What follows belongs to an exercise in optimizing a design on an open flow for small area, a short achievable clock period and few clock cycles; a production flow would make more cautious choices. The RTL was checked by simulation tests, not by an equivalence proof against the original design.

--- run.sh ---
#!/bin/bash
# synth_recipe.tcl (not shown) runs the flow's synth.tcl, then flattens the netlist and writes it again
# the make line also repeats each setting of config.mk as NAME=value (left out here)
make -C /OpenROAD-flow-scripts/flow DESIGN_CONFIG=/design/flow/config.mk WORK_HOME=/design/flow/orfs CLKGATE_MAP_FILE= SYNTH_SCRIPT=/design/flow/synth_recipe.tcl finish
--- config.mk ---
export PLATFORM = sky130hd
export DESIGN_NAME = sram_march
export DESIGN_NICKNAME = sram_march
export VERILOG_FILES = /design/flow/design.v
export SDC_FILE = /design/flow/constraint.sdc
export NUM_CORES = 4
export LEC_CHECK = 0
export CAP_MARGIN = 20
export CORE_MARGIN = 2
export CORE_UTILIZATION = 40
export PLACE_DENSITY = 0.6
export SLEW_MARGIN = 20
--- constraint.sdc ---
create_clock -name core_clock -period 42.0 [get_ports {clk}]
set_input_delay 8.4000 -clock core_clock [delete_from_list [all_inputs] [get_ports {clk}]]
set_output_delay 8.4000 -clock core_clock [all_outputs]
set_load 0.01 [all_outputs]
--- design.v ---
module sram_march (
    input  wire        clk,
    input  wire        rst,             
    input  wire [16:0] cfg_size,
    input  wire [7:0]  cfg_sections,
    input  wire [6:0]  cfg_overlap,
    input  wire        cfg_intraword,
    input  wire        step_valid,
    output wire        step_ready,
    output wire        sram_req,
    output reg         sram_we,
    output reg  [15:0] sram_addr,
    output reg  [7:0]  sram_wdata,
    input  wire        sram_gnt,
    input  wire        sram_rvalid,
    input  wire [7:0]  sram_rdata,
    output reg         done,
    output reg         done_bad,
    output reg  [7:0]  cursor,
    output reg         sram_fault
);
    localparam [2:0] S_IDLE   = 3'd0,
                     S_GEOM   = 3'd1,
                     S_SECT   = 3'd2,
                     S_REQ    = 3'd3,
                     S_WAIT   = 3'd4,
                     S_FINISH = 3'd5,
                     S_GEOM2  = 3'd6;
    localparam [2:0] P_SAVE    = 3'd0,
                     P_M1      = 3'd1,    
                     P_M2      = 3'd2,    
                     P_M3      = 3'd3,    
                     P_M4      = 3'd4,    
                     P_IW      = 3'd5,    
                     P_RESTORE = 3'd6;
    reg  [2:0]  state;
    reg  [2:0]  phase;
    reg  [3:0]  u;           
    reg  [15:0] j;           
    reg         bad;
    reg  [7:0]  cap;         
    reg  [15:0] geo_b;
    reg  [15:0] geo_o;
    reg  [7:0]  geo_r;
    reg  [8:0]  geo_t;
    reg  [15:0] sec_base;
    reg  [15:0] sec_len;
    wire [16:0] b_full = cfg_size / {9'd0, cfg_sections};
    wire [22:0] bp     = geo_b * cfg_overlap;
    wire [22:0] o_full = bp / 23'd100;
    wire [23:0] nb     = cfg_sections * geo_b;
    wire [16:0] r_full = cfg_size - nb[16:0];
    wire [23:0] kb     = cursor * geo_b;
    wire [15:0] elem     = (phase == P_M3) ? (sec_len - 16'd1 - j) : j;
    wire [15:0] sec_addr = sec_base + elem;
    reg  [7:0]  pattern;
    reg         acc_we;
    reg  [15:0] acc_addr;
    reg  [7:0]  acc_data;    
    reg         acc_chk;     
    reg  [3:0]  last_u;
    always @* begin
        case (u[3:1])
            3'd0: pattern = 8'h55;
            3'd1: pattern = 8'hAA;
            3'd2: pattern = 8'h33;
            3'd3: pattern = 8'hCC;
            3'd4: pattern = 8'hF0;
            default: pattern = 8'h0F;
        endcase
        acc_we   = 1'b0;
        acc_addr = sec_addr;
        acc_data = 8'h00;
        acc_chk  = 1'b0;
        last_u   = 4'd1;
        case (phase)
            P_SAVE: begin
                acc_we   = (u == 4'd1);
                acc_addr = (u == 4'd1) ? j : sec_addr;
                acc_data = cap;
            end
            P_M1: begin
                acc_we   = 1'b1;
                acc_data = 8'h00;
                last_u   = 4'd0;
            end
            P_M2: begin
                acc_we   = (u == 4'd1);
                acc_data = (u == 4'd1) ? 8'hFF : 8'h00;
                acc_chk  = (u == 4'd0);
            end
            P_M3: begin
                acc_we   = (u == 4'd1);
                acc_data = (u == 4'd1) ? 8'h00 : 8'hFF;
                acc_chk  = (u == 4'd0);
            end
            P_M4: begin
                acc_data = 8'h00;
                acc_chk  = 1'b1;
                last_u   = 4'd0;
            end
            P_IW: begin
                acc_we   = !u[0];
                acc_data = pattern;
                acc_chk  = u[0];
                last_u   = 4'd11;
            end
            default: begin  
                acc_we   = (u == 4'd1);
                acc_addr = (u == 4'd1) ? sec_addr : j;
                acc_data = cap;
            end
        endcase
    end
    assign sram_req   = (state == S_REQ);
    assign step_ready = (state == S_IDLE);
    always @* begin
        sram_we    = acc_we;
        sram_addr  = acc_addr;
        sram_wdata = acc_we ? acc_data : 8'h00;
    end
    reg [2:0] next_phase;
    reg       step_end;
    always @* begin
        next_phase = phase + 3'd1;
        step_end   = 1'b0;
        case (phase)
            P_M4: begin
                if (cfg_intraword)       next_phase = P_IW;
                else if (cursor != 8'd0) next_phase = P_RESTORE;
                else                     step_end   = 1'b1;
            end
            P_IW: begin
                if (cursor != 8'd0) next_phase = P_RESTORE;
                else                step_end   = 1'b1;
            end
            P_RESTORE: step_end = 1'b1;
            default: ;
        endcase
    end
    reg  [2:0]  adv_state;
    reg  [2:0]  adv_phase;
    reg  [3:0]  adv_u;
    reg  [15:0] adv_j;
    always @* begin
        adv_state = S_REQ;
        adv_phase = phase;
        adv_u     = u + 4'd1;
        adv_j     = j;
        if (u == last_u) begin
            adv_u = 4'd0;
            if (j != sec_len - 16'd1) begin
                adv_j = j + 16'd1;
            end else begin
                adv_j = 16'd0;
                if (step_end) adv_state = S_FINISH;
                else          adv_phase = next_phase;
            end
        end
    end
    always @(posedge clk) begin
        if (rst) begin
            state      <= S_IDLE;
            cursor     <= 8'd0;
            done       <= 1'b0;
            done_bad   <= 1'b0;
            sram_fault <= 1'b0;
        end else begin
            done <= 1'b0;
            case (state)
                S_IDLE: begin
                    if (step_valid)
                        state <= S_GEOM;
                end
                S_GEOM: begin
                    geo_b <= b_full[15:0];
                    state <= S_GEOM2;
                end
                S_GEOM2: begin
                    geo_o <= o_full[15:0];
                    geo_r <= r_full[7:0];
                    geo_t <= {1'b0, cfg_sections} + ((r_full != 17'd0) ? 9'd1 : 9'd0);
                    state <= S_SECT;
                end
                S_SECT: begin
                    if (cursor == 8'd0) begin
                        sec_base <= 16'd0;
                        sec_len  <= geo_b + geo_o;
                    end else if (cursor == 8'd1) begin
                        sec_base <= geo_b + geo_o;
                        sec_len  <= geo_b - geo_o;
                    end else if ({1'b0, cursor} < {1'b0, cfg_sections}) begin
                        sec_base <= kb[15:0] - geo_o;
                        sec_len  <= geo_b + geo_o;
                    end else begin
                        sec_base <= kb[15:0] - geo_o;
                        sec_len  <= {8'd0, geo_r} + geo_o;
                    end
                    bad   <= 1'b0;
                    u     <= 4'd0;
                    j     <= 16'd0;
                    phase <= (cursor == 8'd0) ? P_M1 : P_SAVE;
                    state <= S_REQ;
                end
                S_REQ: begin
                    if (sram_gnt) begin
                        if (acc_we) begin
                            state <= adv_state;
                            phase <= adv_phase;
                            u     <= adv_u;
                            j     <= adv_j;
                        end else begin
                            state <= S_WAIT;
                        end
                    end
                end
                S_WAIT: begin
                    if (sram_rvalid) begin
                        cap <= sram_rdata;
                        if (acc_chk && (sram_rdata != acc_data))
                            bad <= 1'b1;
                        state <= adv_state;
                        phase <= adv_phase;
                        u     <= adv_u;
                        j     <= adv_j;
                    end
                end
                S_FINISH: begin
                    done       <= 1'b1;
                    done_bad   <= bad;
                    cursor     <= ({1'b0, cursor} + 9'd1 == geo_t) ? 8'd0 : cursor + 8'd1;
                    if (bad) sram_fault <= 1'b1;
                    state      <= S_IDLE;
                end
                default: state <= S_IDLE;
            endcase
        end
    end
endmodule
==> metrics.yaml <==
outcome:
  status: "timing/DRC/antenna clean"
synth:
  synth_nets: 4084
  ys_warn_count: 1
  synth-edff-count: 113
  yosysSeqAreaShare_pct: 12.9
  syn_inst: 3507
  avgSynthCellArea_um2: 8.13
  yosys_register_bits: 127
  synthArstFlopShare_pct: 0
  syn_area_um2: 28500
  synth_common_cells: "nand2_1 (325), nor2_1 (310), inv_1 (303)"
  yosysUniqueCellTypes: 114
  synth_most_common_cell: "nand2_1"
  synth_area_leader_cell: "fa_1"
  yosysTopAreaCellShare_pct: 16.1
  synth.area.top_cells: "fa_1 (16%), ha_1 (13%), edfxtp_1 (12%)"
  synth-main-ff-cell: "edfxtp_1"
place:
  placedCellCount: 4439
  hpwl_um: 58600
  place_congestion: 0.900
  io_buffer_count: 83
setup_path:
  arrival_ns: 40.39
  critical_path_class: "in -> reg"
  critPathRequiredTime_ns: 42.19
  worst-r2r-cell-count: 47
  rrSetupSlack_ns: 26.03
  end_kind: "flop"
  path_common_cell: "o21a_1"
  startpoint_type: "input port"
  crit_path_max_incr_delay_ns: 0.55
  cp_slowest_cell: "or4_4"
  worstPathMaxFanout: 12
timing:
  maxSlewViolCount: 0
  finalCritPeriodShare_pct: 95.7
  hold_viol: 0
  setup_viol: 0
  fin_crit_ns: 40.20
  fmaxAchievable_ghz: 0.0249
  relSlewSlack_pct: 24.5
  fin_skew_ns: 0.0135
  worstMarginPinSlew_ns: 1.12
global_routing:
  grt_usage_pct: 20.3
  antenna_found_initial: 3
  gr-total-overflow: 0
  grt_max_degree: 44
  grt_pass1_vias: 23900
  grt_pass1_wl_um: 123000
layout:
  drive_gt1_share_pct: 8.07
  n_fill_cell: 6961
  layout.nets: 4119
  area_growth_syn_to_layout_pct: 10.1
  instances_no_fill: 4498
route:
  first_iter_violations: 1500
  vias: 24800
  routedWlPerCell_um: 16.7
  drt-vias-per-instance: 5.51
  firstDrtPassIters: 5
  drc: 0
  wl_um: 75000
  ant_nets: 0
clock_network:
  clockBufferDepth: 2
  cts_buffers: 17
  cts_tree: "done"
  clock-sinks: 127
  h-tree-depth: 4
  root_buffer: "clkbuf_16"
  clk_latency_ns: 0.45
  clk_pin_slew_ns: 0.06
floorplanning:
  pin_count: 84
  rows: 97
  dieWidth_um: 271
  start_util_pct: 40.6
  dieArea_um2: 73400
  die_h_um: 271
  core-area_um2: 70300
worst_hold_path:
  whs_path_depth: 2
  holdCritPathClass: "reg -> reg"
run:
  maxCapViolations: 0
-- stage by stage --
| step | util [%] | worst slack (ns) | hold WS (ns) | cell area, um2 | TNS [ns] |
|---|---|---|---|---|---|
| final | 44.7 | 1.80 | 0.465 | 31400 | 0 |
| after global routing | 44.7 | -0.285 | 0.493 | 31400 | -0.285 |
| after CTS | 44.1 | 0.0477 | 0.466 | 31000 | 0 |
| after detailed placement | 43.3 | -0.518 | 0.456 | 30400 | -0.518 |
| after global placement | 43.2 | 0.183 | 0.450 | 30400 | 0 |
| after floorplan | - | 0.288 | 0.476 | 28500 | 0 |
-- cells in the final DEF, fill, tap and decap left out, types with 15 or more instances in the layout --
cell type and n:
nor2_1 303, a21oi_2 15, edfxtp_1 113, nor3_1 114, o31ai_1 37, a31oi_1 17, nand4_1 37, o211ai_1 29
a211oi_1 32, mux2i_1 18, xor2_1 75, buf_4 95, o21a_1 96, xnor2_1 167, o21ai_0 140, nand2_1 324
clkbuf_16 17, clkdlybuf4s50_1 83, ha_1 302, and2_1 193, inv_1 302, nor4_1 19, a21oi_1 170, nand3_1 69
mux2_2 41, o21bai_1 24, nand2b_1 32, o22ai_1 30, and3_1 23, nor2b_1 32, fa_1 229, a21o_1 68
-- sequential cells by signal, summed over array words and instances, names as in the netlist, 4 cells and up --
name      count
geo_r         8
geo_t         9
cursor        8
sec_len      16
j            16
geo_b        16
geo_o        16
sec_base     16
u             4
cap           8
-- layer usage --
| metal | track usage, % | part of all wire [%] | vias up |
|---|---|---|---|
| met4 | 3.58 | 1.4 | 0 |
| met3 | 2.20 | 4.0 | 54 |
| li1 | - | - | 12300 |
| met2 | 33.0 | 45 | 479 |
| met1 | 29.2 | 50 | 11900 |
| met5 | 0 | 0 | - |
-- final cells by class --
cell class / count / area, um2 / share of cell area, %
repair buffers: 182 / 1600 / 5.09
multi-input cells: 2905 / 23200 / 73.9
inverters: 309 / 1160 / 3.70
clock buffers: 17 / 425 / 1.36
flip-flops and latches: 127 / 3670 / 11.7
clock inverters: 15 / 163 / 0.518
well taps: 940 / 1180 / 3.75
diodes: 3 / 7.51 / 0.0239
-- critical path: cells and delay by family --
kind / cells / cell delay (ns)
adder cells (fa/ha/maj): 16 / 4.76
AND/OR/NAND/NOR: 35 / 5.43
AO/OA/AOI/OAI: 105 / 18.24
multiplexers: 4 / 1.15
buffers and inverters: 13 / 2.31
-- timing repair --
| action | CTS | global route |
|---|---|---|
| pin swaps | 0 | 21 |
| hold buffers | 0 | 0 |
| setup buffers | 0 | 24 |
| endpoints found under the setup margin | 1 | 2 |
| resized for setup | 2 | 54 |
-- cells by family (layout without fill, tap and decap cells) --
logic type,count (synthesis),in the layout,synth area share [%]
DFF,127,127,12.9
AOI/OAI and AO/OA,824,824,19.7
xor gates and xnor gates,247,247,7.80
buffers and inverters,475,523,6.52
other,0,3,0
muxes,63,63,2.41
and+or+nand+nor,1238,1238,21.2
adders and majority gates,533,533,29.4
-- final timing paths --
| check | startpoint | to |
|---|---|---|
| worst min-delay path | done_bad$_SDFFE_PP0P_ | done_bad$_SDFFE_PP0P_ |
| worst min register to register | done_bad$_SDFFE_PP0P_ | done_bad$_SDFFE_PP0P_ |
| worst max register to register | geo_b[4]$_DFFE_PP_ | geo_o[0]$_DFFE_PP_ |
| worst max-delay path | cfg_sections[4] | geo_b[0]$_DFFE_PP_ |
Testbench counts, summed over its fixed seeds: cycles 500,882.

[afterwards: timing with drivers on the ports]
The flow's constraints put no driver on any port. The routed layout listed below was extracted and timed again, unchanged, in two steps.
Step 1, drivers: a clkbuf_16 drives clk and a buf_2 each remaining input, both assumed.
Step 2 times the ports against the registers' clock, not the clock port: input delays grow and output delays shrink by t, the midpoint of the rising clock arrivals with the driver on.
a / b / c = ideal / step 1 / step 2; a / b = the first two.
t, ns: 0.499
slack for setup (ns): 1.802 / 1.835 / 1.336
latest minus earliest clock arrival (ns): 0.013 / 0.014
After both steps setup and hold are still met in this run. For this run, drivers alone change the setup slack by +0.033 ns; drivers and shift together by -0.466 ns.
